This design comes from an exercise in tuning for small area on the open sky130 flow, not from production work. Only simulation tests tie the RTL to the original design; equivalence was not proved. Power is estimated from default activity; no workload was simulated.

==> design.v <==
module rcl57_scan_engine (
    input  wire        clk,
    input  wire        rst,           
    input  wire        tick,          
    input  wire        host_we,       
    input  wire [7:0]  host_addr,
    input  wire [7:0]  host_wdata,
    output reg  [7:0]  host_rdata,    
    input  wire [4:0]  col_in,        
    output reg  [7:0]  seg_en,        
    output wire [15:0] drv_sr,        
    output wire [15:0] drv_out,       
    output reg         ddl,           
    output wire        trate          
);
    localparam [1:0] SEQ_IDLE = 2'd0, SEQ_LATCH = 2'd1, SEQ_SETTLE = 2'd2, SEQ_DONE = 2'd3;
    localparam [2:0] PM_ACTIVE = 3'd0, PM_IDLE_COUNTING = 3'd1, PM_PS_POLL = 3'd2,
                     PM_PS_BLINK = 3'd3, PM_DEBOUNCE = 3'd4;
    localparam [2:0] C_IMM = 3'd0, C_DIGSEG = 3'd1, C_OUTSEG = 3'd2, C_SCAN = 3'd3,
                     C_SCAN1 = 3'd4, C_PSAVE = 3'd5, C_IDLEINC = 3'd6, C_IDLECLR = 3'd7;
    localparam [31:0] GT0 = 32'h20000000;
    localparam [31:0] GT1 = 32'h0004D7ED;
    localparam [31:0] GT2 = 32'h0015279F;
    localparam [31:0] GT3 = 32'h00712FFB;
    localparam [31:0] GT4 = 32'h00527B6D;
    localparam [31:0] GT5 = 32'h007FFD45;
    localparam [31:0] GT6 = 32'h0017DF71;
    localparam [31:0] GT7 = 32'h406DEF7C;
    localparam [31:0] CT0 = 32'h405056AA;
    localparam [31:0] CT1 = 32'h206898CC;
    localparam [31:0] CT2 = 32'h6072E0F0;
    localparam [31:0] CT3 = 32'h60630300;
    localparam [31:0] CT4 = 32'h001C03FF;
    localparam [31:0] CT5 = 32'hFFE82BFF;
    localparam [31:0] CT6 = 32'h007FFC00;
    function [7:0] code_to_char;
        input [7:0] c;
        begin
            code_to_char = {1'b0, CT6[c[4:0]], CT5[c[4:0]], CT4[c[4:0]],
                            CT3[c[4:0]], CT2[c[4:0]], CT1[c[4:0]], CT0[c[4:0]]};
            if (c[7:5] != 3'd0)
                code_to_char = 8'h20;
        end
    endfunction
    function [4:0] char_to_code;
        input [7:0] a;
        begin
            char_to_code = 5'd31;
            if (a[7:4] == 4'h3 && a[3:0] <= 4'd9) char_to_code = {1'b0, a[3:0]};
            if (a == 8'h2E) char_to_code = 5'd29;
            if (a == 8'h2D) char_to_code = 5'd30;
            if (a == 8'h41) char_to_code = 5'd10;   
            if (a == 8'h62) char_to_code = 5'd11;   
            if (a == 8'h43) char_to_code = 5'd12;   
            if (a == 8'h64) char_to_code = 5'd13;   
            if (a == 8'h45) char_to_code = 5'd14;   
            if (a == 8'h46) char_to_code = 5'd15;   
            if (a == 8'h48) char_to_code = 5'd16;   
            if (a == 8'h4C) char_to_code = 5'd17;   
            if (a == 8'h50) char_to_code = 5'd18;   
            if (a == 8'h72) char_to_code = 5'd19;   
            if (a == 8'h55) char_to_code = 5'd20;   
            if (a == 8'h6E) char_to_code = 5'd21;   
            if (a == 8'h6F) char_to_code = 5'd22;   
        end
    endfunction
    function [2:0] lowcol;
        input [4:0] cols;
        begin
            if      (cols[0]) lowcol = 3'd1;
            else if (cols[1]) lowcol = 3'd2;
            else if (cols[2]) lowcol = 3'd3;
            else if (cols[3]) lowcol = 3'd4;
            else if (cols[4]) lowcol = 3'd5;
            else              lowcol = 3'd0;
        end
    endfunction
    function seg_on;
        input [7:0]  d;
        input [2:0]  m;    
        input [31:0] col;
        input        s0, s7;
        begin
            seg_on = (~m[0] & ~m[1] & (d[7:5] == 3'd0) &
                      (col[d[4:0]] | ((d[4:0] == 5'd29) & s0) | ((d[4:0] == 5'd30) & s7))) |
                     (~m[0] & m[1] & s7) | (m[2] & s0);
        end
    endfunction
    reg  [7:0]  dbuf [0:15];
    reg  [2:0]  mbuf [0:11];    
    reg  [1:0]  seq;
    reg         single;        
    reg  [2:0]  seg_idx;
    reg  [1:0]  ph_tick;
    reg  [4:0]  sd_code;       
    reg  [39:0] raw;
    reg  [2:0]  sc_seg;
    reg  [2:0]  sc_col;        
    reg  [15:0] result;
    reg         st_cfg;
    reg  [1:0]  errcode;
    reg  [2:0]  pm;
    reg  [15:0] idle_cnt;
    reg  [3:0]  pcnt;          
    reg  [7:0]  cmd_imm;
    reg  [7:0]  cmd_op;
    reg         pend_valid;
    reg  [2:0]  pend_cls;
    reg  [7:0]  pend_pay;
    reg  [15:4] sr_q;
    reg  [15:4] out_q;
    assign drv_sr  = {sr_q, 4'b0000};
    assign drv_out = {out_q, 4'b0000};
    wire seq_idle = (seq == SEQ_IDLE);
    wire ps_poll  = (pm == PM_PS_POLL);
    wire ps_deb   = (pm == PM_DEBOUNCE);
    wire ps_any   = pm[2] | pm[1];           
    wire busy     = ~seq_idle | ps_any;
    assign trate  = ps_poll;
    always @* begin
        if (ps_poll | ps_deb)
            seg_en = 8'hFF;
        else if (seq == SEQ_SETTLE || seq == SEQ_DONE)
            seg_en = 8'd1 << seg_idx;
        else if (seq == SEQ_LATCH)
            seg_en = (8'd1 << seg_idx) >> 1;
        else
            seg_en = 8'h00;
    end
    wire [3:0] h_op  = host_wdata[7:4];
    wire [2:0] h_s   = host_wdata[2:0];
    wire       s0    = (h_s == 3'd0);
    wire       imm0  = (cmd_imm == 8'd0);
    wire [4:0] h_code = (cmd_imm[7:5] != 3'd0) ? 5'd31 : cmd_imm[4:0];
    reg  [2:0]  seg_s;
    reg  [31:0] seg_col;
    always @* begin
        if (host_we)
            seg_s = h_s;
        else if (seq == SEQ_SETTLE)
            seg_s = seg_idx + 3'd1;
        else if (seq == SEQ_LATCH)
            seg_s = seg_idx;
        else
            seg_s = pend_pay[2:0];
    end
    wire [4:0] u_code = host_we ? h_code : sd_code;
    wire       u_lit  = seg_col[u_code] | ((u_code == 5'd29) & (seg_s == 3'd0)) |
                        ((u_code == 5'd30) & (seg_s == 3'd7));
    reg        h_legal;
    reg  [2:0] h_cls;
    reg  [7:0] h_tbl;
    always @* begin
        h_legal = 1'b0;
        h_cls   = C_IMM;
        h_tbl   = {5'd0, h_s};
        case (h_op)
            4'h1: begin h_legal = 1'b1;        h_tbl = {7'd0, u_lit}; end
            4'h2: begin h_legal = s0;          h_tbl = {3'd0, char_to_code(cmd_imm)}; end
            4'h3: begin h_legal = s0;          h_tbl = code_to_char(cmd_imm); end
            4'h4: begin h_legal = imm0;        h_cls = C_DIGSEG; end
            4'h5: begin h_legal = imm0;        h_cls = C_OUTSEG; end
            4'h6: begin
                h_legal = (cmd_imm[7:5] == 3'd0);
                h_tbl   = (lowcol(cmd_imm[4:0]) == 3'd0) ? 8'h00 :
                          {({1'b0, h_s} + 4'd1), 1'b0, lowcol(cmd_imm[4:0])};
            end
            4'h7: begin h_legal = s0 & imm0;   h_cls = C_SCAN; end
            4'h8: begin h_legal = s0;          h_cls = C_SCAN1; h_tbl = {3'd0, h_code}; end
            4'h9: begin h_legal = s0 & imm0;   h_cls = C_PSAVE; end
            4'hA: begin h_legal = s0 & imm0;   h_cls = C_IDLEINC; end
            4'hB: begin h_legal = s0 & imm0;   h_cls = C_IDLECLR; end
            default: ;
        endcase
        if (host_wdata[3])
            h_legal = 1'b0;
    end
    reg  [11:0] lit;
    integer i;
    always @* begin
        case (seg_s)
            3'd0: seg_col = 32'd0;
            3'd1: seg_col = GT1;
            3'd2: seg_col = GT2;
            3'd3: seg_col = GT3;
            3'd4: seg_col = GT4;
            3'd5: seg_col = GT5;
            3'd6: seg_col = GT6;
            default: seg_col = GT7 & ~(32'd1 << 30);
        endcase
        for (i = 0; i < 12; i = i + 1)
            lit[i] = seg_on(dbuf[i], mbuf[i], seg_col, seg_s == 3'd0, seg_s == 3'd7);
    end
    reg [15:4] word;    
    always @* begin
        for (i = 0; i < 12; i = i + 1)
            word[15 - i] = lit[i];
        if (seg_s == 3'd0) word[15] = 1'b0;
        if (seg_s == 3'd4) word[4]  = 1'b0;
    end
    reg  [1:0]  n_seq;
    reg         n_single;
    reg  [2:0]  n_seg_idx;
    reg  [1:0]  n_ph_tick;
    reg  [4:0]  n_sd_code;
    reg         raw_we;
    reg  [2:0]  n_sc_seg, n_sc_col;
    reg  [15:0] n_result;
    reg         n_st_cfg;
    reg  [1:0]  n_errcode;
    reg  [2:0]  n_pm;
    reg  [15:0] n_idle_cnt;
    reg  [3:0]  n_pcnt;
    reg         n_pend_valid;
    reg  [2:0]  n_pend_cls;
    reg  [7:0]  n_pend_pay;
    reg  [15:4] n_sr, n_out;
    reg         n_ddl;
    reg         do_exec, cmd_end;
    reg  [2:0]  x_cls;
    reg  [7:0]  x_pay;
    reg  [2:0]  col;
    reg  [7:0]  r;
    reg         cfg;
    wire tk = tick & ~host_we;
    always @* begin
        n_seq        = seq;
        n_single     = single;
        n_seg_idx    = seg_idx;
        n_ph_tick    = ph_tick;
        n_sd_code    = sd_code;
        raw_we       = 1'b0;
        n_sc_seg     = sc_seg;
        n_sc_col     = sc_col;
        n_result     = result;
        n_st_cfg     = st_cfg;
        n_errcode    = errcode;
        n_pm         = pm;
        n_idle_cnt   = idle_cnt;
        n_pcnt       = pcnt;
        n_pend_valid = pend_valid;
        n_pend_cls   = pend_cls;
        n_pend_pay   = pend_pay;
        n_sr         = sr_q;
        n_out        = out_q;
        n_ddl        = ddl;
        do_exec = 1'b0;
        cmd_end = 1'b0;
        x_cls   = host_we ? h_cls : pend_cls;
        x_pay   = host_we ? h_tbl : pend_pay;
        col     = lowcol(col_in);
        cfg     = (raw[4:0] == 5'b10001);
        r       = cfg ? 8'hFF :
                  (sc_col == 3'd0) ? 8'h00 : {({1'b0, sc_seg} + 4'd1), 1'b0, sc_col};
        if (host_we) begin
            if (host_addr == 8'h21) begin
                if (!h_legal) begin
                    n_errcode = 2'd1;
                end else if (busy) begin
                    if (pend_valid) begin
                        n_errcode = 2'd2;
                    end else begin
                        n_pend_valid = 1'b1;
                        n_pend_cls   = h_cls;
                        n_pend_pay   = h_tbl;
                        n_errcode    = 2'd0;
                    end
                end else begin
                    n_errcode = 2'd0;
                    do_exec   = 1'b1;
                end
            end
        end else if (tick) begin
            if (ps_poll) begin
                if (col != 3'd0) begin
                    n_pm   = PM_DEBOUNCE;
                    n_pcnt = 4'd0;
                end else begin
                    n_pcnt = pcnt + 4'd1;
                    if (pcnt == 4'd9) begin
                        n_pm       = PM_PS_BLINK;
                        n_pcnt     = 4'd0;
                        n_single   = 1'b1;
                        n_sd_code  = 5'd29;
                        n_sc_col   = 3'd0;
                        n_seq      = SEQ_LATCH;
                    end
                end
            end else if (ps_deb) begin
                n_pcnt = pcnt + 4'd1;
                if (col == 3'd0 || pcnt == 4'd5) begin
                    cmd_end    = 1'b1;
                    n_pm       = PM_ACTIVE;
                    n_idle_cnt = 16'd0;
                    n_result   = 16'd0;
                end
            end else begin
                case (seq)
                    SEQ_LATCH: begin
                        n_out     = sr_q;
                        n_ddl     = single & u_lit;
                        n_ph_tick = 2'd1;
                        n_seq     = SEQ_SETTLE;
                    end
                    SEQ_SETTLE: begin
                        if (ph_tick != 2'd3) begin
                            n_ph_tick = ph_tick + 2'd1;
                        end else begin
                            raw_we = 1'b1;
                            if (sc_col == 3'd0) begin
                                n_sc_col = col;
                                n_sc_seg = seg_idx;
                            end
                            if (seg_idx != 3'd7) begin
                                n_sr      = single ? 12'd0 : word;
                                n_seg_idx = seg_idx + 3'd1;
                                n_seq     = SEQ_LATCH;
                            end else begin
                                n_sr  = 12'd0;
                                n_seq = SEQ_DONE;
                            end
                        end
                    end
                    SEQ_DONE: begin
                        n_out     = sr_q;    
                        n_ddl     = 1'b0;
                        n_seq     = SEQ_IDLE;
                        n_seg_idx = 3'd0;
                        if (pm != PM_PS_BLINK) begin
                            n_result = {8'h00, r};
                            n_st_cfg = cfg;
                            cmd_end  = 1'b1;
                        end else if (sc_col != 3'd0) begin
                            n_pm   = PM_DEBOUNCE;
                            n_pcnt = 4'd0;
                        end else begin
                            n_pcnt = pcnt + 4'd1;
                            if (pcnt == 4'd2) begin
                                n_pm   = PM_PS_POLL;
                                n_pcnt = 4'd0;
                            end else begin
                                n_seq    = SEQ_LATCH;
                                n_sc_col = 3'd0;
                            end
                        end
                    end
                    default: ;
                endcase
            end
            if (cmd_end && pend_valid) begin
                n_pend_valid = 1'b0;
                do_exec      = 1'b1;
            end
        end
        if (do_exec) begin
            case (x_cls)
                C_IMM:    n_result = {8'h00, x_pay};
                C_DIGSEG: n_result = {4'd0, lit};
                C_OUTSEG: n_result = {word, 4'd0};
                C_SCAN: begin
                    n_single  = 1'b0;
                    n_sc_col  = 3'd0;
                    n_sr      = word;
                    n_seq     = SEQ_LATCH;
                end
                C_SCAN1: begin
                    n_single   = 1'b1;
                    n_sd_code  = x_pay[4:0];
                    n_sc_col   = 3'd0;
                    n_seq      = SEQ_LATCH;
                end
                C_PSAVE: begin
                    n_pm   = PM_PS_POLL;
                    n_pcnt = 4'd0;
                end
                C_IDLEINC: begin
                    if (n_idle_cnt != 16'hFFFF)
                        n_idle_cnt = n_idle_cnt + 16'd1;
                    if (n_pm == PM_ACTIVE)
                        n_pm = PM_IDLE_COUNTING;
                    n_result = n_idle_cnt;
                end
                default: begin    
                    n_idle_cnt = 16'd0;
                    n_pm       = PM_ACTIVE;
                    n_result   = 16'd0;
                end
            endcase
        end
    end
    always @(posedge clk) begin
        if (host_we && host_addr[7:4] == 4'h0)
            dbuf[host_addr[3:0]] <= host_wdata;
        for (i = 0; i < 12; i = i + 1)
            if (host_we && host_addr == 8'h10 + i)
                mbuf[i] <= host_wdata[2:0];
    end
    always @(posedge clk) begin
        for (i = 0; i < 8; i = i + 1)
            if (rst || (raw_we && seg_idx == i))
                raw[5*i +: 5] <= col_in & {5{~rst}};
    end
    always @(posedge clk) begin
        if (rst || (host_we && host_addr == 8'h20))
            cmd_imm <= host_wdata & {8{~rst}};
        if (rst || (host_we && host_addr == 8'h21))
            cmd_op <= host_wdata & {8{~rst}};
    end
    always @(posedge clk) begin
        single   <= n_single;
        ph_tick  <= n_ph_tick;
        sd_code  <= n_sd_code;
        sc_seg   <= n_sc_seg;
        sc_col   <= n_sc_col;
        pcnt     <= n_pcnt;
        pend_cls <= n_pend_cls;
        pend_pay <= n_pend_pay;
    end
    always @(posedge clk) begin
        if (rst) begin
            seq        <= SEQ_IDLE;
            seg_idx    <= 3'd0;
            result     <= 16'h0000;
            st_cfg     <= 1'b0;
            errcode    <= 2'd0;
            pm         <= PM_ACTIVE;
            idle_cnt   <= 16'h0000;
            pend_valid <= 1'b0;
            sr_q       <= 12'd0;
            out_q      <= 12'd0;
            ddl        <= 1'b0;
        end else begin
            seq        <= n_seq;
            seg_idx    <= n_seg_idx;
            result     <= n_result;
            st_cfg     <= n_st_cfg;
            errcode    <= n_errcode;
            pm         <= n_pm;
            idle_cnt   <= n_idle_cnt;
            pend_valid <= n_pend_valid;
            sr_q       <= n_sr;
            out_q      <= n_out;
            ddl        <= n_ddl;
        end
    end
    wire [7:0] status = {3'b000, (idle_cnt[15:4] != 12'd0), st_cfg, (errcode != 2'd0),
                         pend_valid, busy};
    wire [1:0] mode   = seq_idle ? 2'd0 : single ? 2'd2 : 2'd1;
    reg  [7:0] rd;
    always @* begin
        rd = 8'h00;
        case (host_addr[7:4])
            4'h0: rd = dbuf[host_addr[3:0]];
            4'h1: for (i = 0; i < 12; i = i + 1)
                      if (host_addr[3:0] == i) rd = {5'd0, mbuf[i]};
            4'h2: case (host_addr[3:0])
                4'h0: rd = cmd_imm;
                4'h1: rd = cmd_op;
                4'h2: rd = status;
                4'h3: rd = {6'd0, errcode};
                4'h4: rd = result[7:0];
                4'h5: rd = result[15:8];
                4'h6: rd = {5'd0, pm};
                4'h8: rd = idle_cnt[7:0];
                4'h9: rd = idle_cnt[15:8];
                default: rd = 8'h00;
            endcase
            4'h3: case (host_addr[3:0])
                4'h0: rd = {3'd0, raw[4:0]};
                4'h1: rd = {3'd0, raw[9:5]};
                4'h2: rd = {3'd0, raw[14:10]};
                4'h3: rd = {3'd0, raw[19:15]};
                4'h4: rd = {3'd0, raw[24:20]};
                4'h5: rd = {3'd0, raw[29:25]};
                4'h6: rd = {3'd0, raw[34:30]};
                4'h7: rd = {3'd0, raw[39:35]};
                4'h8: rd = {out_q[7:4], 4'h0};
                4'h9: rd = out_q[15:8];
                4'hA: rd = {sr_q[7:4], 4'h0};
                4'hB: rd = sr_q[15:8];
                4'hC: rd = seg_en;
                4'hD: rd = {6'd0, trate, ddl};
                4'hE: rd = {1'b0, mode, seq, seg_idx};
                default: rd = 8'h00;
            endcase
            default: rd = 8'h00;
        endcase
    end
    always @(posedge clk) begin
        if (rst)
            host_rdata <= 8'h00;
        else
            host_rdata <= rd;
    end
endmodule
==> flow/run.sh <==
#!/bin/bash
# Own flow: the standard layout (standard.sh, ORFS from synthesis to the final layout),
# with one change: Yosys's technology mapping runs ABC with an area-oriented script
# (flow/abc.script) instead of ORFS's. Everything else, registers and their names included,
# is the standard synthesis: ORFS's synth.tcl under synth_recipe.tcl.
# The ports get buf_1 buffers, and the clock tree is built of clkbuf_8 without dummy loads.
set -euo pipefail
W=$(pwd)
[[ -f "$W/standard.sh" && -f "$W/synth_recipe.tcl" ]]

# ORFS's synth.tcl with only its abc script replaced
sed 's|^  log_cmd abc {\*}\$abc_args$|  log_cmd abc {*}[lreplace $abc_args 1 1 $::env(OWN_ABC_SCRIPT)]|' \
    "$FLOW_HOME/scripts/synth.tcl" > "$W/own_synth_core.tcl"
grep -q 'OWN_ABC_SCRIPT' "$W/own_synth_core.tcl"
# The standard flow's synthesis script, sourcing that copy
sed 's|^source \$::env(SCRIPTS_DIR)/synth.tcl$|source $::env(OWN_SYNTH_CORE)|' \
    "$W/synth_recipe.tcl" > "$W/own_synth.tcl"
grep -q 'OWN_SYNTH_CORE' "$W/own_synth.tcl"

export OWN_ABC_SCRIPT="$W/flow/abc.script"
export OWN_SYNTH_CORE="$W/own_synth_core.tcl"
bash "$W/standard.sh" SYNTH_SCRIPT="$W/own_synth.tcl" \
    "BUFFER_PORTS_ARGS=-buffer_cell sky130_fd_sc_hd__buf_1" \
    "CTS_ARGS=-sink_clustering_enable -repair_clock_nets -buf_list sky130_fd_sc_hd__clkbuf_8 -sink_clustering_size 15 -sink_clustering_max_diameter 50 -dont_use_dummy_load" \
    finish > "$W/standard_flow.log" 2>&1
==> flow/abc.script <==
strash
&get -n
&deepsyn -T 200
&put
dch
map -a
topo
==> standard.sh <==
#!/bin/bash
# synth_recipe.tcl (not shown) runs the flow's synth.tcl, then flattens the netlist and writes it again
# the make line also repeats each setting of config.mk as NAME=value (left out here)
make -C /OpenROAD-flow-scripts/flow DESIGN_CONFIG=/design/flow/config.mk WORK_HOME=/design/flow/orfs CLKGATE_MAP_FILE= SYNTH_SCRIPT=/design/flow/synth_recipe.tcl "${@:-finish}"
==> config.mk <==
export PLATFORM = sky130hd
export DESIGN_NAME = rcl57_scan_engine
export DESIGN_NICKNAME = rcl57_scan_engine
export VERILOG_FILES = /design/flow/design.v
export SDC_FILE = /design/flow/constraint.sdc
export NUM_CORES = 4
export LEC_CHECK = 0
export CAP_MARGIN = 20
export CORE_MARGIN = 2
export CORE_UTILIZATION = 60
export GPL_TIMING_DRIVEN = 0
export PLACE_DENSITY = 0.7
export SLEW_MARGIN = 20
==> constraint.sdc <==
create_clock -name core_clock -period 10.0 [get_ports {clk}]
set_input_delay 2.0000 -clock core_clock [delete_from_list [all_inputs] [get_ports {clk}]]
set_output_delay 2.0000 -clock core_clock [all_outputs]
set_load 0.01 [all_outputs]
==> results.tsv, run 1 <==
metric	value	unit
WHS Endpoint	sd_code[1]$_DFF_P_	
clock latency (worst-skew pair)	0.61	ns
full die area	30700	um^2
Hold WS	0.485	ns
Worst EP arrival	9.23	ns
H-tree depth	1	
via count	17800	
number of remaining DRC errors	0	
Top Family by Delay on Critical Path	simple AND/OR/NAND/NOR gates	
vias per cell	7.07	
Worst Skew	0.0402	ns
# clock sinks	326	
unique cell type count in the Yosys netlist	50	
Pint	1.81	mW
Final Core Density	0.667	
synth warn	2	
net switching power	0.657	mW
Buf/Inv on CP	6	
ys flop type	edfxtp_1	
Initial DRC Count	3074	
die width	175	um
synthesized area per cell	8.74	um^2
IO Pins	75	
root buf cell	clkbuf_8	
fillcell total	2407	
nets	2180	
Hold Path Depth	2	
# rows	62	
largest net degree at the start of global routing	32	
switching share of total power	0.266	
path type of the worst setup path	in2reg	
maximum clock frequency	115	MHz
layout cells sized above 1	0.0464	
DIE HEIGHT	175	um
global route overflow	0	
initial antenna violation count	1	
GRT Total Usage	0.425	
status	finished clean	
Peak supply drop	92.3	uV
worst-margin pin slew	1.26	ns
Final period util	0.868	
Overall Power	2.47	mW
unrepaired setup endpoints after global routing	no	
number of global-route vias before repair	16400	
Post-synth EDFFs	236	
initial core utilization	0.612	
Worst R2R Path Depth	19	
Rel. slew slack	0.156	
combinational share of power	0.118	
maxcap violations	0	
Hold Violations, Final	0	
setup bufs post-CTS	0	
min Tclk post-route	8.68	ns
Seq cells post-synth	326	
first-pass GRT wire length	98200	um
Post-Place Cells	2485	
DRT Pass-1 Iters	8	
CTS tree	built	
Crit Path Max Fanout	26	
hold_sp	sd_code[1]$_DFF_P_	
top post-synthesis cells by count	clkinv_1 (293), nor2_1 (293), edfxtp_1 (236)	
final WL	66300	um
Leakage	6.00	nW
mapped cell area	17600	um^2
CP max stage delay	0.86	ns
power density over the cells	129	nW/um^2
cells after synthesis	2016	
reg2reg setup slack	2.03	ns
synthesis-to-layout area growth	8.90	%
Clock Tree Buf Depth	3	
post-route ant nets	0	
DP HPWL	48800	um
Hold-fix buffers, CTS	0	
top-area cell type share of the netlist area	0.402	
WL/cell	26.3	um
CP Data Required Time	10.55	ns
critical path, cell by cell	clkbuf_2 > clkinv_1 > nor2_1 > nor2_4 > buf_12 > clkinv_1 > nor2_1 > clkinv_1 > nor2_1 > clkinv_1 > nor3_1 > a2111oi_0 > o21ai_0 > nand2_1 > o31ai_1 > nand2_1 > nor2_1 > nand2_1 > nand3_1	
sequential area share after synthesis	0.505	
Clk pwr share	0.281	
GP Congestion	1.05	
worst hold path type	reg2reg	
Non-Filler Instances	2519	
leading area contributor after synthesis	edfxtp_1	
critical path's slowest cell	nor2_1	
Setup crit start kind	primary input	
reg2reg end	result[15]$_SDFF_PP0_	
TritonCTS buffer count	31	
Sequential Power Share	0.601	
ys async rst share	0	
Setup crit end kind	register	
PortBufs	66	
r2r startpoint	seg_idx[2]$_SDFFE_PP0P_	
Slew Limit Fails	0	
core box area	28800	um^2
Final setup viols	0	
PostCTS Resize Cnt	0	
Worst-path clk slew	0.09	ns
top cells by area, synth	edfxtp_1 (40%), dfxtp_1 (10%), clkinv_1 (6.2%)	
==> sequential cells by signal (all words and copies together), names as in the netlist, 8 cells and up <==
register and cells:
cmd_imm 8, cmd_op 8, dbuf 128, host_rdata 8
idle_cnt 16, mbuf 36, out_q 12, pend_pay 8
raw 40, result 16, sr_q 12
==> metrics by stage <==
| step | cell area [um^2] | worst slack, ns | setup TNS [ns] |
|---|---|---|---|
| after floorplan | 17600 | 2.98 | 0 |
| after global placement | 18400 | -4.73 | -127.55 |
| after detailed placement | 18700 | 0.804 | 0 |
| after CTS | 19100 | 1.42 | 0 |
| after global routing | 19200 | 1.50 | 0 |
| final | 19200 | 1.32 | 0 |
==> power by group through the flow <==
stage | registers, mW | clock network (mW) | logic, mW
floorplan | 1.51 | 0 | 0.144
global placement | 1.51 | 0 | 0.260
detailed placement | 1.51 | 0 | 0.275
CTS | 1.48 | 0.688 | 0.276
global route | 1.49 | 0.730 | 0.304
finish | 1.48 | 0.694 | 0.293
==> tightest hold or removal path, stage by stage (launching register included) <==
cell and delay [ns]:
dfxtp_1 0.34, nand2_1 0.05, o21ai_0 0.06
==> worst max path at each step <==
stage | from | end | cells past startpoint
floorplan | host_we | result[1]$_SDFF_PP0_ | 15
global placement | host_we | result[1]$_SDFF_PP0_ | 16
detailed placement | host_we | result[1]$_SDFF_PP0_ | 20
CTS | host_we | result[1]$_SDFF_PP0_ | 20
global route | host_addr[0] | idle_cnt[11]$_SDFF_PP0_ | 22
finish | host_we | result[15]$_SDFF_PP0_ | 19
==> cell type report <==
cell class | count | area (um^2) | share of cell area
Tap cell | 384 | 480 | 0.0250
Multi-Input combinational cell | 1396 | 7680 | 0.400
Antenna cell | 1 | 2.50 | 0.000130
Sequential cell | 326 | 8890 | 0.463
Inverter | 293 | 1100 | 0.0575
Timing Repair Buffer | 80 | 543 | 0.0283
Buffer | 8 | 60.1 | 0.00313
Clock buffer | 31 | 427 | 0.0222
==> layout by cell type, fill, tap and decap left out, drive strengths merged, types with 4 or more instances in the layout <==
cell type,n
a2111oi,7
a211oi,21
a21oi,117
a221oi,26
a22oi,51
a311oi,5
a31oi,21
a32o,8
a32oi,11
a41oi,7
buf,86
clkbuf,33
clkinv,293
conb,8
dfxtp,90
edfxtp,236
ha,19
nand2,225
nand3,70
nand4,19
nor2,293
nor3,57
nor4,20
o2111ai,21
o211ai,25
o21ai,186
o221ai,31
o22ai,72
o311ai,9
o31ai,16
o32ai,10
o41ai,7
xor2,4
==> cells by family after synthesis <==
logic type | Yosys count | share of synthesized area
multiplexers | 1 | 0.000568
AND/OR/NAND/NOR | 691 | 0.163
XOR/XNOR | 6 | 0.00298
flip-flops | 326 | 0.505
other | 1 | 0.000213
AO/OA/AOI/OAI | 671 | 0.249
buffers and inverters | 301 | 0.0658
adder cells (fa/ha/maj) | 19 | 0.0135
==> layer usage <==
layer,vias up,part of all wire,GRT usage
li1,7736,-,-
met1,8169,0.34,0.529
met2,1514,0.44,0.651
met3,389,0.13,0.0976
met4,0,0.093,0.314
met5,-,0,0
==> run 2: changes to the inputs <==
--- a/config.mk
+++ b/config.mk
@@ -7,7 +7,6 @@
 export LEC_CHECK = 0
 export CAP_MARGIN = 20
 export CORE_MARGIN = 2
-export CORE_UTILIZATION = 60
-export GPL_TIMING_DRIVEN = 0
-export PLACE_DENSITY = 0.7
+export CORE_UTILIZATION = 45
+export PLACE_DENSITY = 0.6
 export SLEW_MARGIN = 20
==> results.tsv, run 2 <==
metric	value	unit
unrepaired setup endpoints after global routing	no	
ant diodes	0	
IO Pins	75	
number of remaining DRC errors	0	
path type of the worst setup path	in2reg	
post-route ant nets	0	
most common cell after layout, fill and taps aside	clkinv_1	
reg2reg end	result[1]$_SDFF_PP0_	
Final setup viols	0	
Critical Path End	result[1]$_SDFF_PP0_	
worst hold path type	reg2reg	
cells after synthesis	2016	
Setup crit start kind	primary input	
# clock sinks	326	
layout cells sized above 1	0.0476	
fillcell total	3710	
register area	8890	um^2
DRT Pass-1 Iters	6	
Clock Tree Buf Depth	3	
top-area cell type share of the netlist area	0.402	
GP Congestion	1.02	
crit path from	host_we	
DP HPWL	55500	um
Rel. slew slack	0.155	
first-pass GRT wire length	111000	um
multi-input logic area	7600	um^2
CTS tree	built	
root buf cell	clkbuf_8	
via count	17800	
Worst EP arrival	8.24	ns
WL/cell	28.4	um
mapped cell area	17600	um^2
setup TNS	0	ns
Final period util	0.771	
Worst R2R Path Depth	21	
global route overflow	0	
top post-synthesis cells by count	clkinv_1 (293), nor2_1 (293), edfxtp_1 (236)	
largest net degree at the start of global routing	33	
Final Core Density	0.500	
top cells by area, synth	edfxtp_1 (40%), dfxtp_1 (10%), clkinv_1 (6.2%)	
Worst Skew	0.0922	ns
maximum clock frequency	130	MHz
ys flop type	edfxtp_1	
number of global-route vias before repair	16600	
unique cell type count in the Yosys netlist	50	
reg2reg setup slack	2.81	ns
initial core utilization	0.456	
PostCTS Resize Cnt	0	
maxcap violations	0	
power density over the cells	134	nW/um^2
synthesis-to-layout area growth	9.76	%
vias per cell	6.65	
Setup crit end kind	register	
clock latency (worst-skew pair)	0.64	ns
Slew Limit Fails	0	
TritonCTS buffer count	37	
ys async rst share	0	
worst-margin pin slew	1.25	ns
most frequent cells in the layout	clkinv_1 (293), nor2_1 (289), edfxtp_1 (236), nand2_1 (225), o21ai_0 (185)	
GRT Total Usage	0.367	
Hold Path Depth	1	
die width	202	um
final WL	76000	um
Leakage	6.06	nW
synthesized area per cell	8.74	um^2
Peak supply drop	109	uV
Initial DRC Count	2790	
core box area	38600	um^2
Post-synth EDFFs	236	
Seq cells post-synth	326	
Crit Path Max Fanout	26	
CP Data Required Time	10.52	ns
H-tree depth	2	
min Tclk post-route	7.71	ns
Hold Violations, Final	0	
max FFs per register	128	
leading area contributor after synthesis	edfxtp_1	
Hold-fix buffers, CTS	0	
setup bufs post-CTS	0	
# rows	72	
DIE HEIGHT	202	um
Worst-path clk slew	0.09	ns
initial antenna violation count	2	
full die area	40700	um^2
status	finished clean	
sequential area share after synthesis	0.505	
synth warn	2	
r2r startpoint	seg_idx[2]$_SDFFE_PP0P_	
nets	2209	
PortBufs	66	
==> run 2: cell counts after synthesis <==
Identical to the previous run, type by type.
==> run 2: area by class of cell <==
type | instances | share of cell area
multi-input combinational | 1396 | 0.393
inverter | 293 | 0.0569
sequential | 326 | 0.460
tap | 518 | 0.0335
clock buffer | 37 | 0.0263
timing repair buffer | 111 | 0.0303
==> run 2: report_power, final <==
part / total, mW / switching (mW) / internal [mW]
clock: 0.804 / 0.475 / 0.329
combinational: 0.291 / 0.224 / 0.0671
sequential: 1.49 / 0.0180 / 1.47
total: 2.58 / 0.717 / 1.86
==> run 2: cells by family (layout without fill, tap and decap cells) <==
group                      Yosys count  in the layout  synth area share
other                                1              8          0.000213
adders and majority gates           19             19            0.0135
xor gates and xnor gates             6              6           0.00298
AOI/OAI and AO/OA                  671            671             0.249
buffers and inverters              301            441            0.0658
DFF                                326            326             0.505
muxes                                1              1          0.000568
and+or+nand+nor                    691            691             0.163
==> run 2: worst min path at each step <==
| stage | from | endpoint | slack, ns |
|---|---|---|---|
| floorplan | sd_code[1]$_DFF_P_ | sd_code[1]$_DFF_P_ | 0.43 |
| global placement | result[14]$_SDFF_PP0_ | result[14]$_SDFF_PP0_ | 0.46 |
| detailed placement | result[14]$_SDFF_PP0_ | result[14]$_SDFF_PP0_ | 0.46 |
| CTS | result[14]$_SDFF_PP0_ | result[14]$_SDFF_PP0_ | 0.49 |
| global route | seg_idx[1]$_SDFFE_PP0P_ | sc_seg[1]$_DFFE_PP_ | 0.51 |
| finish | sd_code[2]$_DFF_P_ | sd_code[2]$_DFF_P_ | 0.49 |
==> run 2: through the flow <==
stage	worst slack (ns)	power (mW)	cells	hold WS [ns]	cell area, um^2
floorplan	2.98	1.65	2023	0.429	17600
global placement	2.22	1.79	2644	0.461	18800
detailed placement	2.04	1.79	2644	0.465	18800
CTS	2.69	2.57	2681	0.487	19300
global route	2.26	2.65	2681	0.508	19300
finish	2.29	2.58	2681	0.486	19300
==> run 2: worst max-delay path, stage by stage <==
cell and delay, ns:
buf_1 0.07, buf_4 0.21, clkinv_1 0.34, nor2_1 0.10, nor2_2 0.11, buf_4 0.34, clkinv_1 0.77, nor2_1 0.71
clkinv_1 0.43, nor2_1 0.65, clkinv_1 0.53, o221ai_1 0.31, nand2_1 0.08, nand3_1 0.07, o21ai_0 0.09, a21oi_1 0.13
a311oi_1 0.13, a21oi_1 0.18, nor2_1 0.06, a21oi_1 0.49, o221a_2 0.30, o21ai_0 0.07
==> run 2: layer usage <==
| layer | track usage | part of all wire | wire length [um] | vias up |
|---|---|---|---|---|
| met5 | 0 | 0.00021 | 16 | - |
| met4 | 0.218 | 0.072 | 5440 | 2 |
| met3 | 0.0735 | 0.10 | 7770 | 311 |
| met2 | 0.574 | 0.44 | 33800 | 1261 |
| met1 | 0.474 | 0.38 | 29000 | 8448 |
| li1 | - | - | - | 7811 |
==> run 3: changes to the inputs <==
==> config.mk (replaced) <==
export PLATFORM = sky130hd
export DESIGN_NAME = rcl57_scan_engine
export DESIGN_NICKNAME = rcl57_scan_engine
export VERILOG_FILES = /design/flow/design.v
export SDC_FILE = /design/flow/constraint.sdc
export NUM_CORES = 4
export LEC_CHECK = 0
export CAP_MARGIN = 10
export CORE_MARGIN = 2
export CORE_UTILIZATION = 60
export PLACE_DENSITY = 0.7
export SLEW_MARGIN = 10
==> results.tsv, run 3 <==
metric	value	unit
Slew Limit Fails	0	
sequential area share after synthesis	0.505	
number of global-route vias before repair	17200	
initial core utilization	0.612	
first-pass GRT wire length	105000	um
most frequent cells in the layout	clkinv_1 (293), nor2_1 (288), edfxtp_1 (236), nand2_1 (225), o21ai_0 (184)	
DRT Pass-1 Iters	8	
met3 Usage GRT	0.120	
ys async rst share	0	
Worst EP arrival	8.20	ns
nets	2196	
ys flop type	edfxtp_1	
Hold Violations, Final	0	
most common cell after layout, fill and taps aside	clkinv_1	
maximum clock frequency	130	MHz
# rows	62	
PostCTS Resize Cnt	0	
Initial DRC Count	3345	
maxcap violations	0	
vias per cell	7.31	
status	finished clean	
post-route ant nets	0	
H-tree depth	1	
leading area contributor after synthesis	edfxtp_1	
TritonCTS buffer count	31	
critical path's slowest cell	clkinv_1	
path type of the worst setup path	in2reg	
Final setup viols	0	
cells after synthesis	2016	
full die area	30700	um^2
final WL	72000	um
synth warn	2	
min Tclk post-route	7.70	ns
DIE HEIGHT	175	um
Pint	1.81	mW
CP max stage delay	0.76	ns
worst-margin pin slew	1.32	ns
PortBufs	66	
Sequential Power Share	0.597	
setup TNS	0	ns
power density over the cells	131	nW/um^2
Clk pwr share	0.285	
initial antenna violation count	0	
Rel. slew slack	0.111	
Seq cells post-synth	326	
combinational share of power	0.117	
core box area	28800	um^2
mapped cell area	17600	um^2
unique cell type count in the Yosys netlist	50	
Setup crit end kind	register	
Setup crit start kind	primary input	
number of remaining DRC errors	0	
GRT Total Usage	0.459	
Final period util	0.770	
via count	18500	
GP Congestion	1.07	
top-area cell type share of the netlist area	0.402	
met1 usage	0.559	
M2 GR Usage	0.714	
largest net degree at the start of global routing	33	
Overall Power	2.49	mW
worst hold path type	reg2reg	
Crit Path Max Fanout	26	
# clock sinks	326	
CP Data Required Time	10.50	ns
critical path, cell by cell	buf_1 > buf_4 > clkinv_1 > nor2_1 > nor2_2 > buf_4 > clkinv_1 > nor2_1 > clkinv_1 > nor2_1 > clkinv_1 > o221ai_1 > nand2_1 > nand3_1 > o21ai_0 > a21oi_1 > a311oi_1 > a21oi_1 > nor2_1 > a21oi_1 > o221a_2 > o21ai_0	
Non-Filler Instances	2534	
Clock Tree Buf Depth	3	
max FFs per register	128	
Worst-path clk slew	0.09	ns
net switching power	0.678	mW
global route overflow	0	
root buf cell	clkbuf_8	
Setup WS post-layout	2.30	ns
clock latency (worst-skew pair)	0.64	ns
top cells by area, synth	edfxtp_1 (40%), dfxtp_1 (10%), clkinv_1 (6.2%)	
synthesized area per cell	8.74	um^2
GR peak layer	met2	
Leakage	5.98	nW
Final Core Density	0.662	
setup bufs post-CTS	0	
CTS tree	built	
Post-Place Cells	2503	
top post-synthesis cells by count	clkinv_1 (293), nor2_1 (293), edfxtp_1 (236)	
layout cells sized above 1	0.0433	
switching share of total power	0.273	
die width	175	um
Worst Skew	0.0619	ns
Peak supply drop	121	uV
WL/cell	28.4	um
ant diodes	0	
Hold-fix buffers, CTS	0	
IO Pins	75	
Post-synth EDFFs	236	
synthesis-to-layout area growth	8.11	%
post-place setup slack	1.95	ns
unrepaired setup endpoints after global routing	no	
DP HPWL	52400	um
==> run 3: cell counts after synthesis <==
No cell type changed its count.
==> run 3: area by class of cell <==
| cell class | count | area [um^2] |
|---|---|---|
| Inverter | 293 | 1100 |
| Multi-Input combinational cell | 1396 | 7610 |
| Timing Repair Buffer | 104 | 533 |
| Clock buffer | 31 | 427 |
| Tap cell | 384 | 480 |
| Fill cell | 2382 | 9740 |
| Sequential cell | 326 | 8890 |
==> run 3: critical path: cells and delay by family <==
kind            cells  cell delay [ns]
simple gates        7             1.71
buf+inv             7             2.66
compound gates      8             1.75
==> run 3: final timing paths <==
check | start | end | slack [ns] | cells after the start
worst min-delay path | sd_code[1]$_DFF_P_ | sd_code[1]$_DFF_P_ | 0.48 | 2
worst max register to register | seq[1]$_SDFF_PP0_ | result[1]$_SDFF_PP0_ | 2.77 | 22
worst min register to register | sd_code[1]$_DFF_P_ | sd_code[1]$_DFF_P_ | 0.48 | 2
worst max-delay path | host_we | result[1]$_SDFF_PP0_ | 2.30 | 22
==> run 3: power by group through the flow <==
stage	combinational [mW]	clock, mW	sequential [mW]
floorplan	0.144	0	1.51
global placement	0.269	0	1.51
detailed placement	0.271	0	1.51
CTS	0.272	0.691	1.48
global route	0.299	0.744	1.49
finish	0.292	0.709	1.49
==> run 3: cell families after synthesis <==
| group | after synthesis | synth area share |
|---|---|---|
| xor gates and xnor gates | 6 | 0.00298 |
| DFF | 326 | 0.505 |
| and+or+nand+nor | 691 | 0.163 |
| other | 1 | 0.000213 |
| muxes | 1 | 0.000568 |
| AOI/OAI and AO/OA | 671 | 0.249 |
| adders and majority gates | 19 | 0.0135 |
| buffers and inverters | 301 | 0.0658 |
==> run 3: per-layer routing <==
metal  share of wire  wire length (um)
met5               0                 0
met4           0.089              6390
met3            0.14             10300
met2            0.44             31700
met1            0.33             23700
==> run 3: metrics by stage <==
| step | hold WS, ns | cell area, um^2 |
|---|---|---|
| floorplan | 0.429 | 17600 |
| global placement | 0.450 | 18600 |
| detailed placement | 0.453 | 18600 |
| CTS | 0.475 | 19000 |
| global route | 0.492 | 19000 |
| finish | 0.476 | 19000 |
==> run 4: changes to the inputs <==
--- a/flow/run.sh
+++ b/flow/run.sh
@@ -3,7 +3,7 @@
 # with one change: Yosys's technology mapping runs ABC with an area-oriented script
 # (flow/abc.script) instead of ORFS's. Everything else, registers and their names included,
 # is the standard synthesis: ORFS's synth.tcl under synth_recipe.tcl.
-# The ports get buf_1 buffers, and the clock tree is built of clkbuf_8 without dummy loads.
+# The ports get buf_1 buffers, and the clock tree is built of clkbuf_16 without dummy loads.
 set -euo pipefail
 W=$(pwd)
 [[ -f "$W/standard.sh" && -f "$W/synth_recipe.tcl" ]]
@@ -21,5 +21,5 @@
 export OWN_SYNTH_CORE="$W/own_synth_core.tcl"
 bash "$W/standard.sh" SYNTH_SCRIPT="$W/own_synth.tcl" \
     "BUFFER_PORTS_ARGS=-buffer_cell sky130_fd_sc_hd__buf_1" \
-    "CTS_ARGS=-sink_clustering_enable -repair_clock_nets -buf_list sky130_fd_sc_hd__clkbuf_8 -sink_clustering_size 15 -sink_clustering_max_diameter 50 -dont_use_dummy_load" \
+    "CTS_ARGS=-sink_clustering_enable -repair_clock_nets -buf_list sky130_fd_sc_hd__clkbuf_16 -sink_clustering_size 30 -sink_clustering_max_diameter 80 -dont_use_dummy_load" \
     finish > "$W/standard_flow.log" 2>&1
--- a/config.mk
+++ b/config.mk
@@ -5,8 +5,8 @@
 export SDC_FILE = /design/flow/constraint.sdc
 export NUM_CORES = 4
 export LEC_CHECK = 0
-export CAP_MARGIN = 10
+export CAP_MARGIN = 20
 export CORE_MARGIN = 2
 export CORE_UTILIZATION = 60
 export PLACE_DENSITY = 0.7
-export SLEW_MARGIN = 10
+export SLEW_MARGIN = 20
==> results.tsv, run 4 <==
metric	value	unit
number of remaining DRC errors	0	
Slew Limit Fails	0	
GP Congestion	1.07	
core box area	28800	um^2
worst hold path type	reg2reg	
fillcell total	2345	
multi-input logic area	7610	um^2
Final period util	0.786	
sequential area share after synthesis	0.505	
post-place setup slack	2.01	ns
Peak supply drop	161	uV
Hold-fix buffers, CTS	0	
Final Core Density	0.661	
max FFs per register	128	
Final setup viols	0	
path type of the worst setup path	in2reg	
Worst-path clk slew	0.12	ns
Post-DP Area	18600	um^2
Worst Skew	0.0559	ns
Post-synth EDFFs	236	
final WL	72100	um
Seq cells post-synth	326	
register area	8890	um^2
TritonCTS buffer count	16	
WL/cell	28.6	um
Leakage	5.96	nW
initial core utilization	0.612	
most frequent cells in the layout	clkinv_1 (293), nor2_1 (288), edfxtp_1 (236), nand2_1 (225), o21ai_0 (184)	
ys async rst share	0	
net switching power	0.671	mW
Setup crit start kind	primary input	
Initial DRC Count	3195	
GRT Total Usage	0.459	
Clock Tree Buf Depth	3	
top post-synthesis cells by count	clkinv_1 (293), nor2_1 (293), edfxtp_1 (236)	
post-route ant nets	0	
Pint	1.82	mW
Rel. slew slack	0.108	
synth warn	2	
top-area cell type share of the netlist area	0.402	
Overall Power	2.49	mW
nets	2183	
Non-Filler Instances	2522	
Hold WS	0.500	ns
Setup WS post-layout	2.14	ns
Sequential Power Share	0.595	
Hold Violations, Final	0	
full die area	30700	um^2
largest net degree at the start of global routing	33	
mapped cell area	17600	um^2
global route overflow	0	
layout cells sized above 1	0.0374	
H-tree depth	1	
CP Data Required Time	10.38	ns
most common cell after layout, fill and taps aside	clkinv_1	
Post-Place Cells	2504	
maximum clock frequency	127	MHz
top cells by area, synth	edfxtp_1 (40%), dfxtp_1 (10%), clkinv_1 (6.2%)	
die width	175	um
worst-margin pin slew	1.33	ns
reg2reg setup slack	2.73	ns
switching share of total power	0.269	
initial antenna violation count	2	
setup TNS	0	ns
ys flop type	edfxtp_1	
vias per cell	7.34	
CTS tree	built	
setup bufs post-CTS	0	
Clk pwr share	0.287	
final instance area	19000	um^2
number of global-route vias before repair	16900	
Crit Path Max Fanout	26	
Worst EP arrival	8.24	ns
PortBufs	66	
power density over the cells	131	nW/um^2
clock latency (worst-skew pair)	0.54	ns
leading area contributor after synthesis	edfxtp_1	
PostCTS Resize Cnt	0	
root buf cell	clkbuf_16	
maxcap violations	0	
IO Pins	75	
cells after synthesis	2016	
Setup crit end kind	register	
via count	18500	
DRT Pass-1 Iters	10	
combinational share of power	0.118	
first-pass GRT wire length	105000	um
DIE HEIGHT	175	um
unrepaired setup endpoints after global routing	no	
synthesis-to-layout area growth	8.05	%
DP HPWL	52500	um
# rows	62	
min Tclk post-route	7.86	ns
# clock sinks	326	
unique cell type count in the Yosys netlist	50	
status	finished clean	
synthesized area per cell	8.74	um^2
==> run 4: cell counts after synthesis <==
Identical to the previous run, type by type.
==> run 4: power by group through the flow <==
stage	clock network (mW)	logic [mW]	registers, mW
after CTS	0.703	0.273	1.48
final	0.716	0.293	1.49
after floorplan	0	0.144	1.51
after global placement	0	0.269	1.51
after detailed placement	0	0.271	1.51
after global routing	0.743	0.300	1.49
==> run 4: kinds of logic (layout without fill, tap and decap cells) <==
family / Yosys count / after routing / synth area share
and+or+nand+nor: 691 / 691 / 0.163
buffers and inverters: 301 / 415 / 0.0658
adders and majority gates: 19 / 19 / 0.0135
DFF: 326 / 326 / 0.505
AOI/OAI and AO/OA: 671 / 671 / 0.249
muxes: 1 / 1 / 0.000568
xor gates and xnor gates: 6 / 6 / 0.00298
other: 1 / 9 / 0.000213
==> run 4: worst max-delay path, cell delays in order <==
cell and delay, ns:
buf_1 0.07, buf_4 0.21, clkinv_1 0.35, nor2_1 0.10, nor2_2 0.12, buf_4 0.39
clkinv_1 0.80, nor2_1 0.73, clkinv_1 0.42, nor2_1 0.61, clkinv_1 0.50, nor2_1 0.25
a21oi_1 0.09, o2111ai_1 0.08, o31ai_1 0.10, a22oi_1 0.28, nor4_1 0.09, a22oi_1 0.28
a2bb2oi_1 0.45, o211a_1 0.20, o21ai_0 0.09
==> run 4: path summary, 6_finish.rpt <==
kind                                          from                    to  depth (start not counted)
worst min register to register  sd_code[2]$_DFF_P_    sd_code[2]$_DFF_P_                          1
worst min-delay path            sd_code[2]$_DFF_P_    sd_code[2]$_DFF_P_                          1
worst max register to register   seq[1]$_SDFF_PP0_  result[4]$_SDFF_PP0_                         21
worst max-delay path                       host_we  result[4]$_SDFF_PP0_                         21
==> run 4: final cells by class <==
type                       count  area share
tap                          384      0.0252
sequential                   326       0.467
timing repair buffer         106      0.0287
clock buffer                  16      0.0210
inverter                     293      0.0578
multi-input combinational   1396       0.400
antenna                        1    0.000131
==> run 4: routing by layer <==
metal / vias to the layer above / wire, um / global-route usage / part of all wire
met2: 1800 / 31600 / 0.713 / 0.44
met1: 8483 / 24100 / 0.572 / 0.33
met4: 2 / 6390 / 0.317 / 0.089
met5: - / 12 / 0 / 0.00017
li1: 7747 / - / - / -
met3: 468 / 10100 / 0.104 / 0.14
==> run 5: changes to the inputs <==
--- a/design.v
+++ b/design.v
@@ -97,6 +97,7 @@
     reg  [2:0]  sc_seg;
     reg  [2:0]  sc_col;        
     reg  [15:0] result;
+    reg         res_idle;      
     reg         st_cfg;
     reg  [1:0]  errcode;
     reg  [2:0]  pm;
@@ -206,6 +207,7 @@
     reg         raw_we;
     reg  [2:0]  n_sc_seg, n_sc_col;
     reg  [15:0] n_result;
+    reg         n_res_idle;
     reg         n_st_cfg;
     reg  [1:0]  n_errcode;
     reg  [2:0]  n_pm;
@@ -233,6 +235,7 @@
         n_sc_seg     = sc_seg;
         n_sc_col     = sc_col;
         n_result     = result;
+        n_res_idle   = res_idle;
         n_st_cfg     = st_cfg;
         n_errcode    = errcode;
         n_pm         = pm;
@@ -292,7 +295,7 @@
                     cmd_end    = 1'b1;
                     n_pm       = PM_ACTIVE;
                     n_idle_cnt = 16'd0;
-                    n_result   = 16'd0;
+                    n_res_idle = 1'b1;
                 end
             end else begin
                 case (seq)
@@ -327,7 +330,8 @@
                         n_seq     = SEQ_IDLE;
                         n_seg_idx = 3'd0;
                         if (pm != PM_PS_BLINK) begin
-                            n_result = {8'h00, r};
+                            n_result   = {8'h00, r};
+                            n_res_idle = 1'b0;
                             n_st_cfg = cfg;
                             cmd_end  = 1'b1;
                         end else if (sc_col != 3'd0) begin
@@ -354,9 +358,9 @@
         end
         if (do_exec) begin
             case (x_cls)
-                C_IMM:    n_result = {8'h00, x_pay};
-                C_DIGSEG: n_result = {4'd0, lit};
-                C_OUTSEG: n_result = {word, 4'd0};
+                C_IMM:    begin n_result = {8'h00, x_pay}; n_res_idle = 1'b0; end
+                C_DIGSEG: begin n_result = {4'd0, lit};    n_res_idle = 1'b0; end
+                C_OUTSEG: begin n_result = {word, 4'd0};   n_res_idle = 1'b0; end
                 C_SCAN: begin
                     n_single  = 1'b0;
                     n_sc_col  = 3'd0;
@@ -378,12 +382,12 @@
                         n_idle_cnt = n_idle_cnt + 16'd1;
                     if (n_pm == PM_ACTIVE)
                         n_pm = PM_IDLE_COUNTING;
-                    n_result = n_idle_cnt;
+                    n_res_idle = 1'b1;
                 end
                 default: begin    
                     n_idle_cnt = 16'd0;
                     n_pm       = PM_ACTIVE;
-                    n_result   = 16'd0;
+                    n_res_idle = 1'b1;
                 end
             endcase
         end
@@ -421,6 +425,7 @@
             seq        <= SEQ_IDLE;
             seg_idx    <= 3'd0;
             result     <= 16'h0000;
+            res_idle   <= 1'b1;
             st_cfg     <= 1'b0;
             errcode    <= 2'd0;
             pm         <= PM_ACTIVE;
@@ -433,6 +438,7 @@
             seq        <= n_seq;
             seg_idx    <= n_seg_idx;
             result     <= n_result;
+            res_idle   <= n_res_idle;
             st_cfg     <= n_st_cfg;
             errcode    <= n_errcode;
             pm         <= n_pm;
@@ -458,8 +464,8 @@
                 4'h1: rd = cmd_op;
                 4'h2: rd = status;
                 4'h3: rd = {6'd0, errcode};
-                4'h4: rd = result[7:0];
-                4'h5: rd = result[15:8];
+                4'h4: rd = res_idle ? idle_cnt[7:0] : result[7:0];
+                4'h5: rd = res_idle ? idle_cnt[15:8] : result[15:8];
                 4'h6: rd = {5'd0, pm};
                 4'h8: rd = idle_cnt[7:0];
                 4'h9: rd = idle_cnt[15:8];
--- a/flow/run.sh
+++ b/flow/run.sh
@@ -3,7 +3,7 @@
 # with one change: Yosys's technology mapping runs ABC with an area-oriented script
 # (flow/abc.script) instead of ORFS's. Everything else, registers and their names included,
 # is the standard synthesis: ORFS's synth.tcl under synth_recipe.tcl.
-# The ports get buf_1 buffers, and the clock tree is built of clkbuf_16 without dummy loads.
+# The ports get buf_1 buffers, and the clock tree is built of clkbuf_8 without dummy loads.
 set -euo pipefail
 W=$(pwd)
 [[ -f "$W/standard.sh" && -f "$W/synth_recipe.tcl" ]]
@@ -21,5 +21,5 @@
 export OWN_SYNTH_CORE="$W/own_synth_core.tcl"
 bash "$W/standard.sh" SYNTH_SCRIPT="$W/own_synth.tcl" \
     "BUFFER_PORTS_ARGS=-buffer_cell sky130_fd_sc_hd__buf_1" \
-    "CTS_ARGS=-sink_clustering_enable -repair_clock_nets -buf_list sky130_fd_sc_hd__clkbuf_16 -sink_clustering_size 30 -sink_clustering_max_diameter 80 -dont_use_dummy_load" \
+    "CTS_ARGS=-sink_clustering_enable -repair_clock_nets -buf_list sky130_fd_sc_hd__clkbuf_8 -sink_clustering_size 15 -sink_clustering_max_diameter 50 -dont_use_dummy_load" \
     finish > "$W/standard_flow.log" 2>&1
==> results.tsv, run 5 <==
metric	value	unit
status	finished clean	
Leakage	6.02	nW
mapped cell area	17600	um^2
Post-DP Area	18600	um^2
path type of the worst setup path	in2reg	
synthesized area per cell	8.71	um^2
Slew Limit Fails	0	
Worst Skew	0.0531	ns
IO Pins	75	
vias per cell	7.25	
# rows	62	
Initial DRC Count	3367	
Crit Path Max Fanout	26	
top post-synthesis cells by count	nor2_1 (305), clkinv_1 (289), edfxtp_1 (236)	
switching share of total power	0.274	
layout cells sized above 1	0.0449	
final instance area	19100	um^2
maxcap violations	0	
Rel. slew slack	0.284	
Pint	1.82	mW
Overall Power	2.51	mW
max FFs per register	128	
setup bufs post-CTS	0	
count leader, synth	nor2_1	
worst-margin pin slew	1.06	ns
largest net degree at the start of global routing	35	
WL/cell	28.3	um
maximum clock frequency	126	MHz
post-route ant nets	0	
Clock Tree Buf Depth	3	
final WL	72100	um
Hold Violations, Final	0	
top-area cell type share of the netlist area	0.403	
Peak supply drop	144	uV
Setup crit start kind	primary input	
synthesis-to-layout area growth	8.45	%
PostCTS Resize Cnt	0	
H-tree depth	1	
CTS tree	built	
via count	18400	
clock latency (worst-skew pair)	0.63	ns
Seq cells post-synth	327	
first-pass GRT wire length	107000	um
core box area	28800	um^2
synth warn	2	
DIE HEIGHT	175	um
net switching power	0.689	mW
ys flop type	edfxtp_1	
ant diodes	0	
most common cell after layout, fill and taps aside	nor2_1	
Post-synth EDFFs	236	
Worst EP arrival	8.47	ns
min Tclk post-route	7.93	ns
number of remaining DRC errors	0	
worst hold path type	reg2reg	
unrepaired setup endpoints after global routing	no	
most frequent cells in the layout	nor2_1 (303), clkinv_1 (289), edfxtp_1 (236), nand2_1 (204), o21ai_0 (186)	
root buf cell	clkbuf_8	
Hold-fix buffers, CTS	0	
initial core utilization	0.611	
Setup crit end kind	register	
Final period util	0.793	
GP Congestion	1.12	
CP Data Required Time	10.54	ns
ys async rst share	0	
initial antenna violation count	0	
Sequential Power Share	0.595	
GRT Total Usage	0.467	
# clock sinks	327	
top cells by area, synth	edfxtp_1 (40%), dfxtp_1 (10%), nor2_1 (6.5%)	
PortBufs	66	
nets	2209	
TritonCTS buffer count	31	
combinational share of power	0.123	
number of global-route vias before repair	17300	
setup TNS	0	ns
Clk pwr share	0.283	
DRT Pass-1 Iters	7	
power density over the cells	132	nW/um^2
Final setup viols	0	
global route overflow	0	
sequential area share after synthesis	0.506	
unique cell type count in the Yosys netlist	47	
leading area contributor after synthesis	edfxtp_1	
DP HPWL	52400	um
full die area	30700	um^2
Worst-path clk slew	0.10	ns
die width	175	um
cells after synthesis	2020	
## run 5: cell count changes in the layout (fill, tap and decap cells not counted), sizes merged, moves of 4 or more
cell    before  now
a211oi      21   11
o22ai       72   77
nor3        57   70
nor2       293  305
clkinv     293  289
nand2      225  204
buf        106  110
nand3       70   87
o41ai        7    2
clkbuf      16   32
o21a         2    6
## run 5: final timing paths
| check | start | to | slack, ns | cells past startpoint |
|---|---|---|---|---|
| worst max-delay path | host_we | result[5]$_SDFF_PP0_ | 2.07 | 21 |
| worst min-delay path | pcnt[3]$_DFF_P_ | pcnt[3]$_DFF_P_ | 0.49 | 2 |
| worst max register to register | seq[0]$_SDFF_PP0_ | result[5]$_SDFF_PP0_ | 2.73 | 21 |
| worst min register to register | pcnt[3]$_DFF_P_ | pcnt[3]$_DFF_P_ | 0.49 | 2 |
## run 5: worst max-delay path, cell delays in order
cell       delay (ns)
buf_1            0.06
buf_4            0.28
clkinv_1         0.37
o2111ai_1        0.26
nand2_1          0.10
buf_4            0.22
nor2_1           0.76
clkinv_1         0.62
nor2_1           0.89
clkinv_1         0.61
o21ai_0          0.30
o21ai_0          0.12
nand3_1          0.08
o21ai_0          0.08
a32oi_1          0.42
nor4_1           0.09
a22oi_1          0.21
nor2_1           0.06
a21oi_1          0.53
o21ai_0          0.16
o21a_1           0.21
## run 5: per-layer routing
metal / global-route usage / vias to the layer above / wire length (um)
li1: - / 7789 / -
met4: 0.273 / 0 / 5100
met1: 0.647 / 8386 / 25700
met2: 0.658 / 1889 / 29300
met5: 0 / - / 0
met3: 0.127 / 385 / 12000
## run 5: kinds of logic after synthesis
logic type | after synthesis | share of synthesized area
compound gates | 663 | 0.244
xor+xnor | 2 | 0.000996
fa+ha+maj | 21 | 0.0149
buf+inv | 297 | 0.0651
flops | 327 | 0.506
other cells | 1 | 0.000213
simple gates | 709 | 0.169
## run 5: layout make-up
type	count	area [um^2]
clock buffers	31	427
fillers	2298	9700
inverters	289	1080
multi-input cells	1403	7600
flip-flops and latches	327	8910
well taps	384	480
repair buffers	111	587
## run 5: stage by stage
stage,instances,worst slack [ns],util,hold slack [ns]
after floorplan,2027,3.54,-,0.422
after global placement,2513,2.43,0.647,0.470
after detailed placement,2513,2.06,0.647,0.476
after CTS,2544,2.69,0.662,0.491
after global routing,2545,1.92,0.663,0.506
final,2545,2.07,0.663,0.491
## run 5: power by group through the flow
stage	Combinational [mW]	Sequential, mW	Clock (mW)
after floorplan	0.158	1.52	0
after global placement	0.282	1.52	0
after detailed placement	0.287	1.52	0
after CTS	0.289	1.49	0.691
after global routing	0.319	1.50	0.737
final	0.308	1.49	0.710

static timing again, ports no longer ideal:
Ports are ideal in the flow. The routed layouts listed here were re-timed in OpenROAD.
Step 1 sets driving cells, clkbuf_16 on the clock port and buf_2 on the other inputs (assumed; they add their load-dependent delay and slew).
Step 2 times the ports against the registers' clock, not the clock port: input delays grow and output delays shrink by t, the midpoint of the rising clock arrivals with the driver on.
Three values: no drivers, after step 1, after step 2; two values: the first two.
| run | t, ns | slack for setup (ns) | worst setup path at the end | clock arrival spread, ns | slew at the worst register clock pin (ns) |
|---|---|---|---|---|---|
| run 1 | 0.637 | 1.320 / 1.344 / 0.706 | input to register | 0.045 / 0.045 | 0.09 / 0.09 |
| run 2 | 0.652 | 2.287 / 2.320 / 1.668 | input to register | 0.109 / 0.109 | 0.10 / 0.10 |
| run 3 | 0.662 | 2.296 / 2.329 / 1.666 | input to register | 0.069 / 0.069 | 0.10 / 0.10 |
| run 4 | 0.563 | 2.140 / 2.172 / 1.609 | input to register | 0.056 / 0.056 | 0.12 / 0.12 |
| run 5 | 0.656 | 2.066 / 2.088 / 1.432 | input to register | 0.053 / 0.054 | 0.11 / 0.11 |
After both steps every run listed still meets setup and hold. The setup slack of run 5, which loses most, moves by +0.022 ns with the drivers and by -0.634 ns with both steps.
